What follows belongs to an exercise in optimizing a design on an open flow for small area, a short achievable clock period and few clock cycles per item; a production flow would make more cautious choices.
Function was checked by simulation only, so behaviour that the tests miss may differ from the original.
Power and IR drop assume default switching activity.

==> flow/design.v <==
module fwi_arith (
    input  wire         clk,
    input  wire         rst,       
    input  wire         start,
    input  wire [2:0]   op,
    input  wire [247:0] a,
    input  wire [247:0] b,
    output wire         ready,
    output reg          done,
    output reg  [247:0] result,
    output reg          eq,
    output reg          lt
);
    localparam W = 248;
    localparam S_FIRST = 2'd0;
    localparam S_MSTEP = 2'd1;
    localparam S_ALIGN = 2'd2;
    localparam S_DSTEP = 2'd3;
    reg           busy;
    reg  [1:0]    st;
    reg           o_as, o_mul, o_div, o_cmp;    
    reg           cin;       
    reg  [W:0]    X;         
    reg  [W+7:0]  Y;         
    reg  [7:0]    cnt;       
    assign ready = ~busy;
    wire [31:0]   nzx, nzy;
    genvar gi;
    generate
        for (gi = 0; gi < 32; gi = gi + 1) begin : g_nz
            if (gi < 31) begin : g_x
                assign nzx[gi] = |X[8*gi+7:8*gi];
            end else begin : g_x31
                assign nzx[gi] = 1'b0;
            end
            assign nzy[gi] = |Y[8*gi+7:8*gi];
        end
    endgenerate
    reg  [31:0]   sfx;    
    integer       k;
    always @* begin
        sfx[31] = nzx[31];
        for (k = 30; k >= 0; k = k - 1)
            sfx[k] = sfx[k+1] | nzx[k];
    end
    reg           fits_r, fits4_r;
    wire [31:0]   nzy_nx = ((st == S_ALIGN) & fits4_r) ? {nzy[27:0], 4'd0}
                                                       : {nzy[30:0], 1'd0};
    wire          fits_nx  = ~|(nzy_nx & ~sfx);
    wire          fits4_nx = ~|(nzy_nx[27:0] & ~sfx[31:4]) & ~|nzy_nx[31:28];
    wire [30:0]   nza, nzb;
    wire [30:0]   fit_in;
    generate
        for (gi = 0; gi < 31; gi = gi + 1) begin : g_in
            assign nza[gi] = |a[8*gi+7:8*gi];
            assign nzb[gi] = |b[8*gi+7:8*gi];
            assign fit_in[gi] = ~nzb[gi] | (|nza[30:gi]);
        end
    endgenerate
    wire          fits_in = &fit_in;
    wire          d_lo = ~|Y[W+7:W];
    wire          mstep = (st == S_MSTEP);
    reg           s_one, s_two, s_inv;
    wire [W:0]    pp  = (({(W+1){s_one}} & Y[W:0]) | ({(W+1){s_two}} & {Y[W-1:0], 1'b0}))
                        ^ {(W+1){s_inv}};
    wire [W:0]    ap  = X ^ pp;
    wire [W:0]    ag  = X & pp;
    wire          aci = s_inv;
    reg  [255:0]  G, P;
    integer       i, l;
    always @* begin
        G = 256'd0;
        P = 256'd0;
        G[W:0] = ag;
        P[W:0] = ap;
        G[0] = ag[0] | (ap[0] & aci);
        for (l = 1; l < 256; l = l * 2)
            for (i = 0; i < 256; i = i + 1)
                if (((i / l) % 2) == 1) begin
                    G[i] = G[i] | (P[i] & G[(i / l) * l - 1]);
                    P[i] = P[i] & P[(i / l) * l - 1];
                end
    end
    wire [W:0]    sum  = ap ^ {G[W-1:0], aci};
    wire          neg  = sum[W];                  
    wire          x_eq = &ap[W-1:0];              
    wire          b_zero = ~|Y[W-1:0];
    wire          mul_next = ~rst & busy &
                             (((st == S_FIRST) & o_mul) | (mstep & |result[W-1:1]));
    wire [1:0]    nr  = (st == S_FIRST) ? (fits_r ? Y[1:0] : X[1:0]) : result[3:2];
    wire          ncp = (st == S_FIRST) ? 1'b0 : result[1];
    wire          cin_next = rst ? cin :
                             ~busy ? (start ? ((op != 3'd0) & (op != 3'd2)) : cin) :
                             ((st == S_DSTEP) & d_lo) ? ~neg : cin;
    always @(posedge clk) begin
        if (mul_next) begin
            s_one <= nr[0] ^ ncp;
            s_two <= (nr[1] & ~nr[0] & ~ncp) | (~nr[1] & nr[0] & ncp);
            s_inv <= nr[1];
        end else begin
            s_one <= 1'b1;
            s_two <= 1'b0;
            s_inv <= cin_next;
        end
    end
    always @(posedge clk) begin
        if (rst) begin
            busy <= 1'b0;
            done <= 1'b0;
        end else begin
            done <= 1'b0;
            if (!busy) begin
                if (start) begin
                    busy  <= 1'b1;
                    st    <= S_FIRST;
                    o_as  <= (op == 3'd0) | (op == 3'd1);
                    o_mul <= (op == 3'd2);
                    o_div <= (op == 3'd3);
                    o_cmp <= (op != 3'd0) & (op != 3'd1) & (op != 3'd2) & (op != 3'd3);
                    cin   <= (op != 3'd0) & (op != 3'd2);
                    X     <= {1'b0, a};
                    Y     <= {8'h00, b};
                    fits_r  <= fits_in;
                    fits4_r <= 1'b0;
                end
            end else begin
                case (st)
                    S_FIRST: begin
                        if (o_as) begin
                            result <= sum[W-1:0];
                            busy   <= 1'b0;
                            done   <= 1'b1;
                        end else if (o_cmp) begin
                            eq   <= x_eq;
                            lt   <= neg;
                            busy <= 1'b0;
                            done <= 1'b1;
                        end else if (o_mul) begin
                            if (fits_r) begin
                                result <= Y[W-1:0];
                                Y      <= {8'h00, X[W-1:0]};
                            end else begin
                                result <= X[W-1:0];
                            end
                            X     <= {(W+1){1'b0}};
                            st    <= S_MSTEP;
                        end else begin  
                            result  <= {W{1'b0}};
                            Y       <= {Y[W-1:0], 8'h00};
                            fits_r  <= fits_nx;
                            fits4_r <= fits4_nx;
                            cnt    <= 8'd8;
                            st     <= S_ALIGN;
                            if (b_zero | neg) begin
                                busy <= 1'b0;
                                done <= 1'b1;
                            end
                        end
                    end
                    S_MSTEP: begin
                        Y     <= {Y[W+5:0], 2'd0};
                        if (~|result[W-1:1]) begin
                            result <= sum[W-1:0];
                            busy   <= 1'b0;
                            done   <= 1'b1;
                        end else begin
                            result <= {2'd0, result[W-1:2]};
                            X      <= {1'b0, sum[W-1:0]};
                        end
                    end
                    S_ALIGN: begin
                        fits_r  <= fits_nx;
                        fits4_r <= fits4_nx;
                        if (fits4_r) begin
                            Y   <= {Y[W-25:0], 32'd0};
                            cnt <= cnt + 8'd32;
                        end else if (fits_r) begin
                            Y   <= {Y[W-1:0], 8'd0};
                            cnt <= cnt + 8'd8;
                        end else begin
                            Y   <= {1'b0, Y[W+7:1]};
                            cnt <= cnt - 8'd1;
                            st  <= S_DSTEP;
                        end
                    end
                    default: begin  
                        if (d_lo) begin
                            X   <= sum;
                            cin <= ~neg;
                        end
                        result <= {result[W-2:0], d_lo & ~neg};
                        Y      <= {1'b0, Y[W+7:1]};
                        cnt    <= cnt - 8'd1;
                        if (cnt == 8'd0) begin
                            busy <= 1'b0;
                            done <= 1'b1;
                        end
                    end
                endcase
            end
        end
    end
endmodule
clock: 10.0 ns
lec_check: 0
cap_margin: 20
core_margin: 2
core_utilization: 50
place_density: 0.65
setup_slack_margin: 5
slew_margin: 20
run.sh (not shown) runs the stock make flow with config.mk's settings and CLKGATE_MAP_FILE= SYNTH_SCRIPT=/design/flow/synth_recipe.tcl, a recipe that flattens the netlist after the stock synthesis.
Testbench counts at the start, summed over its fixed seeds: cycles 36,575, items 1,920.
Then changed:
--- a/flow/design.v
+++ b/flow/design.v
@@ -86,25 +86,55 @@
     wire          x_eq = &ap[W-1:0];              
     wire          b_zero = ~|Y[W-1:0];
     wire          mul_next = ~rst & busy &
                              (((st == S_FIRST) & o_mul) | (mstep & |result[W-1:1]));
     wire [1:0]    nr  = (st == S_FIRST) ? (fits_r ? Y[1:0] : X[1:0]) : result[3:2];
     wire          ncp = (st == S_FIRST) ? 1'b0 : result[1];
+    wire          d_lo_nx = ~|Y[W+7:W+1];
+    wire          pass_next = (~busy & start & (op == 3'd3)) |
+                              (busy & (st == S_FIRST) & o_div) |
+                              (busy & (st == S_ALIGN) & fits_r) |
+                              (busy & (((st == S_ALIGN) & ~fits_r) |
+                                       ((st == S_DSTEP) & (cnt != 8'd0))) & ~d_lo_nx);
     wire          cin_next = rst ? cin :
                              ~busy ? (start ? ((op != 3'd0) & (op != 3'd2)) : cin) :
                              ((st == S_DSTEP) & d_lo) ? ~neg : cin;
     always @(posedge clk) begin
         if (mul_next) begin
             s_one <= nr[0] ^ ncp;
             s_two <= (nr[1] & ~nr[0] & ~ncp) | (~nr[1] & nr[0] & ncp);
             s_inv <= nr[1];
+        end else if (pass_next) begin
+            s_one <= 1'b0;
+            s_two <= 1'b0;
+            s_inv <= 1'b0;
         end else begin
             s_one <= 1'b1;
             s_two <= 1'b0;
             s_inv <= cin_next;
         end
+    end
+    always @(posedge clk) begin
+        if (!busy)
+            X <= {1'b0, a};
+        else if ((st == S_FIRST) & o_mul)
+            X <= {(W+1){1'b0}};
+        else
+            X <= sum;
+    end
+    always @(posedge clk) begin
+        if (busy & (st == S_FIRST) & o_mul)
+            result <= fits_r ? Y[W-1:0] : X[W-1:0];
+        else if (busy & (st == S_FIRST) & o_div)
+            result <= {W{1'b0}};
+        else if (busy & mstep & |result[W-1:1])
+            result <= {2'd0, result[W-1:2]};
+        else if (busy & ((st == S_ALIGN) | (st == S_DSTEP)))
+            result <= {result[W-2:0], (st == S_DSTEP) & d_lo & ~neg};
+        else
+            result <= sum[W-1:0];
     end
     always @(posedge clk) begin
         if (rst) begin
             busy <= 1'b0;
             done <= 1'b0;
         end else begin
@@ -115,60 +145,47 @@
                     st    <= S_FIRST;
                     o_as  <= (op == 3'd0) | (op == 3'd1);
                     o_mul <= (op == 3'd2);
                     o_div <= (op == 3'd3);
                     o_cmp <= (op != 3'd0) & (op != 3'd1) & (op != 3'd2) & (op != 3'd3);
                     cin   <= (op != 3'd0) & (op != 3'd2);
-                    X     <= {1'b0, a};
                     Y     <= {8'h00, b};
                     fits_r  <= fits_in;
                     fits4_r <= 1'b0;
                 end
             end else begin
                 case (st)
                     S_FIRST: begin
                         if (o_as) begin
-                            result <= sum[W-1:0];
                             busy   <= 1'b0;
                             done   <= 1'b1;
                         end else if (o_cmp) begin
                             eq   <= x_eq;
                             lt   <= neg;
                             busy <= 1'b0;
                             done <= 1'b1;
                         end else if (o_mul) begin
-                            if (fits_r) begin
-                                result <= Y[W-1:0];
-                                Y      <= {8'h00, X[W-1:0]};
-                            end else begin
-                                result <= X[W-1:0];
-                            end
-                            X     <= {(W+1){1'b0}};
+                            if (fits_r) Y <= {8'h00, X[W-1:0]};
                             st    <= S_MSTEP;
                         end else begin  
-                            result  <= {W{1'b0}};
                             Y       <= {Y[W-1:0], 8'h00};
                             fits_r  <= fits_nx;
                             fits4_r <= fits4_nx;
                             cnt    <= 8'd8;
                             st     <= S_ALIGN;
-                            if (b_zero | neg) begin
+                            if (b_zero | ~fits_r) begin
                                 busy <= 1'b0;
                                 done <= 1'b1;
                             end
                         end
                     end
                     S_MSTEP: begin
                         Y     <= {Y[W+5:0], 2'd0};
                         if (~|result[W-1:1]) begin
-                            result <= sum[W-1:0];
                             busy   <= 1'b0;
                             done   <= 1'b1;
-                        end else begin
-                            result <= {2'd0, result[W-1:2]};
-                            X      <= {1'b0, sum[W-1:0]};
                         end
                     end
                     S_ALIGN: begin
                         fits_r  <= fits_nx;
                         fits4_r <= fits4_nx;
                         if (fits4_r) begin
@@ -181,17 +198,13 @@
                             Y   <= {1'b0, Y[W+7:1]};
                             cnt <= cnt - 8'd1;
                             st  <= S_DSTEP;
                         end
                     end
                     default: begin  
-                        if (d_lo) begin
-                            X   <= sum;
-                            cin <= ~neg;
-                        end
-                        result <= {result[W-2:0], d_lo & ~neg};
+                        if (d_lo) cin <= ~neg;
                         Y      <= {1'b0, Y[W+7:1]};
                         cnt    <= cnt - 8'd1;
                         if (cnt == 8'd0) begin
                             busy <= 1'b0;
                             done <= 1'b1;
                         end
Sequential power rose by 26%.
Via count fell by 4.7%.
Die area fell by 8.7%.
Global-route usage rose by 1.4 points.
Cell count fell by 5.9%.
Sequential share of layout area fell by 4.6 points.
Design area fell by 6.9%.
First-iteration DRC count fell by 3.9%.
Routed wire length fell by 5.5%.
Worst setup slack got worse by 96 ps.
Power rose by 23%.
Testbench counts after the change, summed over its fixed seeds: cycles 36,665, items 1,920.

[what the ideal ports hide]
The flow's constraints put no driver on any port. The routed layouts listed below were extracted and timed again, unchanged, in two steps. Step 1 (the two cells are an assumption about what drives the block):
set clk [get_ports {clk}]
set_driving_cell -lib_cell sky130_fd_sc_hd__clkbuf_16 $clk
set_driving_cell -lib_cell sky130_fd_sc_hd__buf_2 [delete_from_list [all_inputs] $clk]
Step 2 moves the port delays by t, midway between the first and last clock arrival at a register: inputs arrive t later, outputs are due t later. That takes back most of the time a late clock gives input paths. a / b / c = ideal ports / drivers / drivers and shift; a / b = the first two.
run	t, ns	slack for setup (ns)	worst hold slack (ns)	worst setup path after step 2	cell pins on the clock port's net
the first run	0.850	4.850 / 4.850 / 4.201	0.594 / 0.594 / 0.594	input to register	1
the second run	0.821	4.754 / 4.754 / 4.188	0.564 / 0.564 / 0.564	input to register	1
After both steps every run listed still meets setup and hold. The setup slack of the first run, which loses most, moves by 0.000 ns with the drivers and by -0.649 ns with both steps.
